This design comes from an exercise in tuning for a short achievable clock period and few clock cycles on the open sky130 flow, not from production work. The RTL was checked by simulation tests, not by an equivalence proof against the original design. Power figures rest on the tool's default switching activity, not on a simulated workload.

## plio_enc
module plio_enc (
    input  wire        clk,
    input  wire        rst,
    input  wire        go,
    input  wire [15:0] win_start,
    input  wire [15:0] win_count,
    input  wire [15:0] src_len,
    input  wire [15:0] dst_len,
    output reg         pm_re,
    output reg  [15:0] pm_addr,
    input  wire [31:0] pm_rdata,
    output reg         lm_we,
    output reg  [15:0] lm_addr,
    output reg  [15:0] lm_wdata,
    output wire        busy,
    output reg         done,
    output reg  [15:0] result,
    output reg  [3:0]  fcode,
    output reg  [31:0] finfo
);
Size: roughly 3,700 cells after synthesis, about 1,000 flip-flops.
clock: 10.0 ns
lec_check: 0
abc_clock_period_in_ps: 3000
cap_margin: 20
core_margin: 2
core_utilization: 65
slew_margin: 20
standard.sh (not shown) runs the stock make flow with config.mk's settings and CLKGATE_MAP_FILE= SYNTH_SCRIPT=/design/flow/synth_recipe.tcl, a recipe that flattens the netlist after the stock synthesis.
==> flow/flow/run.sh <==
#!/bin/bash
# The standard layout (the standard.sh, unchanged synthesis and steps),
# with timing repair aimed below the clock period: repair_timing works on
# every path with less than 7.5 ns of slack at the design's 10 ns clock.
set -euo pipefail
bash standard.sh SETUP_SLACK_MARGIN=7.5 finish > standard_flow.log 2>&1
Testbench counts at the start, summed over its fixed seeds: cycles 370,595.
Then changed:
--- a/flow/design.v
+++ b/flow/design.v
@@ -41,24 +41,25 @@
     localparam B_ISH  = 49;      
     localparam B_CNZ  = 48;      
     reg  [2:0]  state;
     reg         busy_r;
     assign busy = busy_r;
     reg [15:0] c_start, c_count, c_src, c_dst;
     reg [16:0] ck_sum;
-    reg [17:0] ck_lim;       
+    reg [17:0] ck_3n;        
     reg        ck_safe;      
     reg        tb_any;       
     reg        all_cap;      
     reg        lm4_done;     
     reg        ck_zero, ck_src, ck_dst;
     reg [15:0] ck_info;
     wire       chk_end = ck_zero || ck_src || ck_dst;
     reg [15:0] rd_rem;       
-    reg        rd_first;     
+    reg [15:0] na;           
+    reg        iss_first, iss_last;     
     reg        r_v, r_first, r_last;    
     reg        R_full, firstR, lastR, nzR, eqR;
     reg [30:0] vR, HR;       
     reg [31:0] HRp;          
     reg [30:0] HRm;          
     reg        HRge;         
     reg        C_full, firstC, lastC, nzC, eqpC, eqhiC;
@@ -174,14 +175,15 @@
     wire [QA:0] q_cnt_dn = q_cnt - 1'b1;
     wire [QA:0] q_cnt_nx = (q_push == ld_fifo) ? q_cnt : q_push ? q_cnt_up : q_cnt_dn;
     wire go_start  = (state == S_IDLE) && go;
     wire chk_fail  = (state == S_CHK3) && chk_end;
     wire fault_end = (state == S_RUN) && (w_vr || w_dst);
     wire ending    = chk_fail || fault_end || (state == S_FIN);
     wire hdr_wr    = (state == S_RUN) && hdr_busy;
+    wire issue     = running && !ending && (rd_rem != 16'd0) && (q_cnt <= QD - 4);
     wire rd_tb     = !pm_rdata[31] && (|pm_rdata[30:27]);
     wire lm4_wr    = (state == S_RUN) && !hdr_busy && !hv && ck_safe && !tb_any && !lm4_done &&
                      (all_cap || (capture && r_last && !rd_tb));
     wire [15:0] d_cnt = nzC ? np2 : nz2;
     wire d_small   = nzC ? (np2[15:12] == 4'd0) : ((nz2[15:12] == 4'd0) && !(&nz2[11:0]));
     wire direct    = fast && (state == S_RUN) && !hdr_busy && !hv && !q_have && lm4_done && !full && d_small;
     always @(posedge clk) begin
@@ -192,22 +194,15 @@
             pm_re   <= 1'b0;
             lm_we   <= 1'b0;
             hdr_cnt <= 3'd5;
         end else begin
             done   <= ending;
             busy_r <= go_start || (busy_r && !ending);
             lm_we  <= w_emit || direct || hdr_wr || lm4_wr || (state == S_E3) || (state == S_E4);
-            if (go_start)
-                pm_re <= 1'b1;
-            else if (ending)
-                pm_re <= 1'b0;
-            else if (pm_re)
-                pm_re <= (rd_rem != 16'd1) && (q_cnt <= QD - 4);
-            else
-                pm_re <= (rd_rem != 16'd0) && (q_cnt <= QD - 4) && running;
+            pm_re <= go_start || issue;
             if (state == S_CHK3)
                 hdr_cnt <= 3'd0;
             else if (hdr_wr)
                 hdr_cnt <= hdr_cnt + 3'd1;
             case (state)
             S_IDLE:  if (go) state <= S_CHK1;
             S_CHK1:  state <= S_CHK2;
@@ -218,39 +213,43 @@
             S_E3:    state <= lm4_done ? S_FIN : S_E4;
             S_E4:    state <= S_FIN;
             default: state <= S_IDLE;
             endcase
         end
     end
     always @(posedge clk) begin
-        pm_addr <= (state == S_IDLE) ? win_start : pm_addr + {15'd0, pm_re};
+        pm_addr <= (state == S_IDLE) ? win_start : na;
         if (state == S_IDLE) begin
-            c_start  <= win_start;
-            c_count  <= win_count;
-            c_src    <= src_len;
-            c_dst    <= dst_len;
-            rd_rem   <= win_count;
-            rd_first <= 1'b1;
-        end else if (pm_re) begin
-            rd_first <= 1'b0;
-            rd_rem   <= rd_rem - 16'd1;
+            c_start   <= win_start;
+            c_count   <= win_count;
+            c_src     <= src_len;
+            c_dst     <= dst_len;
+            na        <= win_start + 16'd1;
+            rd_rem    <= win_count - 16'd1;
+            iss_first <= 1'b1;
+            iss_last  <= (win_count == 16'd1);
+        end else if (issue) begin
+            na        <= na + 16'd1;
+            rd_rem    <= rd_rem - 16'd1;
+            iss_first <= 1'b0;
+            iss_last  <= (rd_rem == 16'd1);
         end
         r_v     <= pm_re;
-        r_first <= rd_first;
-        r_last  <= (rd_rem == 16'd1);
+        r_first <= iss_first;
+        r_last  <= iss_last;
         if (state == S_CHK1) begin
             ck_sum  <= {1'b0, c_start} + {1'b0, c_count};
             ck_zero <= (c_count == 16'd0);
             ck_dst  <= (c_dst < 16'd7);
             ck_info <= ((c_start > c_src) ? c_start : c_src);
-            ck_lim  <= {2'd0, c_count} + {1'd0, c_count, 1'b0} + 18'd7;
+            ck_3n   <= {2'd0, c_count} + {1'd0, c_count, 1'b0};
         end
         if (state == S_CHK2) begin
             ck_src  <= ck_sum > {1'b0, c_src};
-            ck_safe <= (ck_lim <= {2'd0, c_dst}) && (ck_lim < 18'd32768);
+            ck_safe <= (ck_3n <= {2'd0, room}) && (ck_3n < 18'd32761);
         end
         if (state == S_CHK1) begin
             tb_any   <= 1'b0;
             all_cap  <= 1'b0;
             lm4_done <= 1'b0;
         end else begin
             if (capture && !rd_neg && (|pm_rdata[30:27]))
Result: Clock power shrinks by about 5%. Design area grows by 3.2%. Global-route usage shrinks by 0.31 points. Setup slack is better by 0.055 ns. Via count grows by 1.4%. First-iteration DRC count shrinks by 0.93%. Clock skew grows by 0.010 ns. Critical path depth shrinks by 1. Sequential share of layout area shrinks by 0.73 points. Power shrinks by 2.1%. Count of clock-buffer cells in the layout grows by 2. Worst hold slack hardly moves.
Testbench counts after the change, summed over its fixed seeds: cycles 370,595.

==> re-timing with driven ports <==
How much do the figures lean on ideal ports? The routed layouts below were timed once more, with nothing changed but the port constraints.
Step 1 (the two cells are an assumption about what drives the block):
set clk [get_ports {clk}]
set_driving_cell -lib_cell sky130_fd_sc_hd__clkbuf_16 $clk
set_driving_cell -lib_cell sky130_fd_sc_hd__buf_2 [delete_from_list [all_inputs] $clk]
Step 2 also shifts input and output timing later by t, the mid clock arrival at the registers, as if the neighbouring blocks saw the same clock.
a / b / c = ideal / step 1 / step 2; a / b = the first two.
| run | t (ns) | setup slack, ns | worst slew at a driven data input, ns | cell pins on the clock port's net |
|---|---|---|---|---|
| the first run | 0.736 | 6.775 / 6.708 / 6.757 | 0.08 | 1 |
| the second run | 0.750 | 6.830 / 6.758 / 6.348 | 0.07 | 1 |
After both steps setup and hold are still met in every run listed. The setup slack of the second run, which loses most, moves by -0.072 ns with the drivers and by -0.482 ns with both steps.
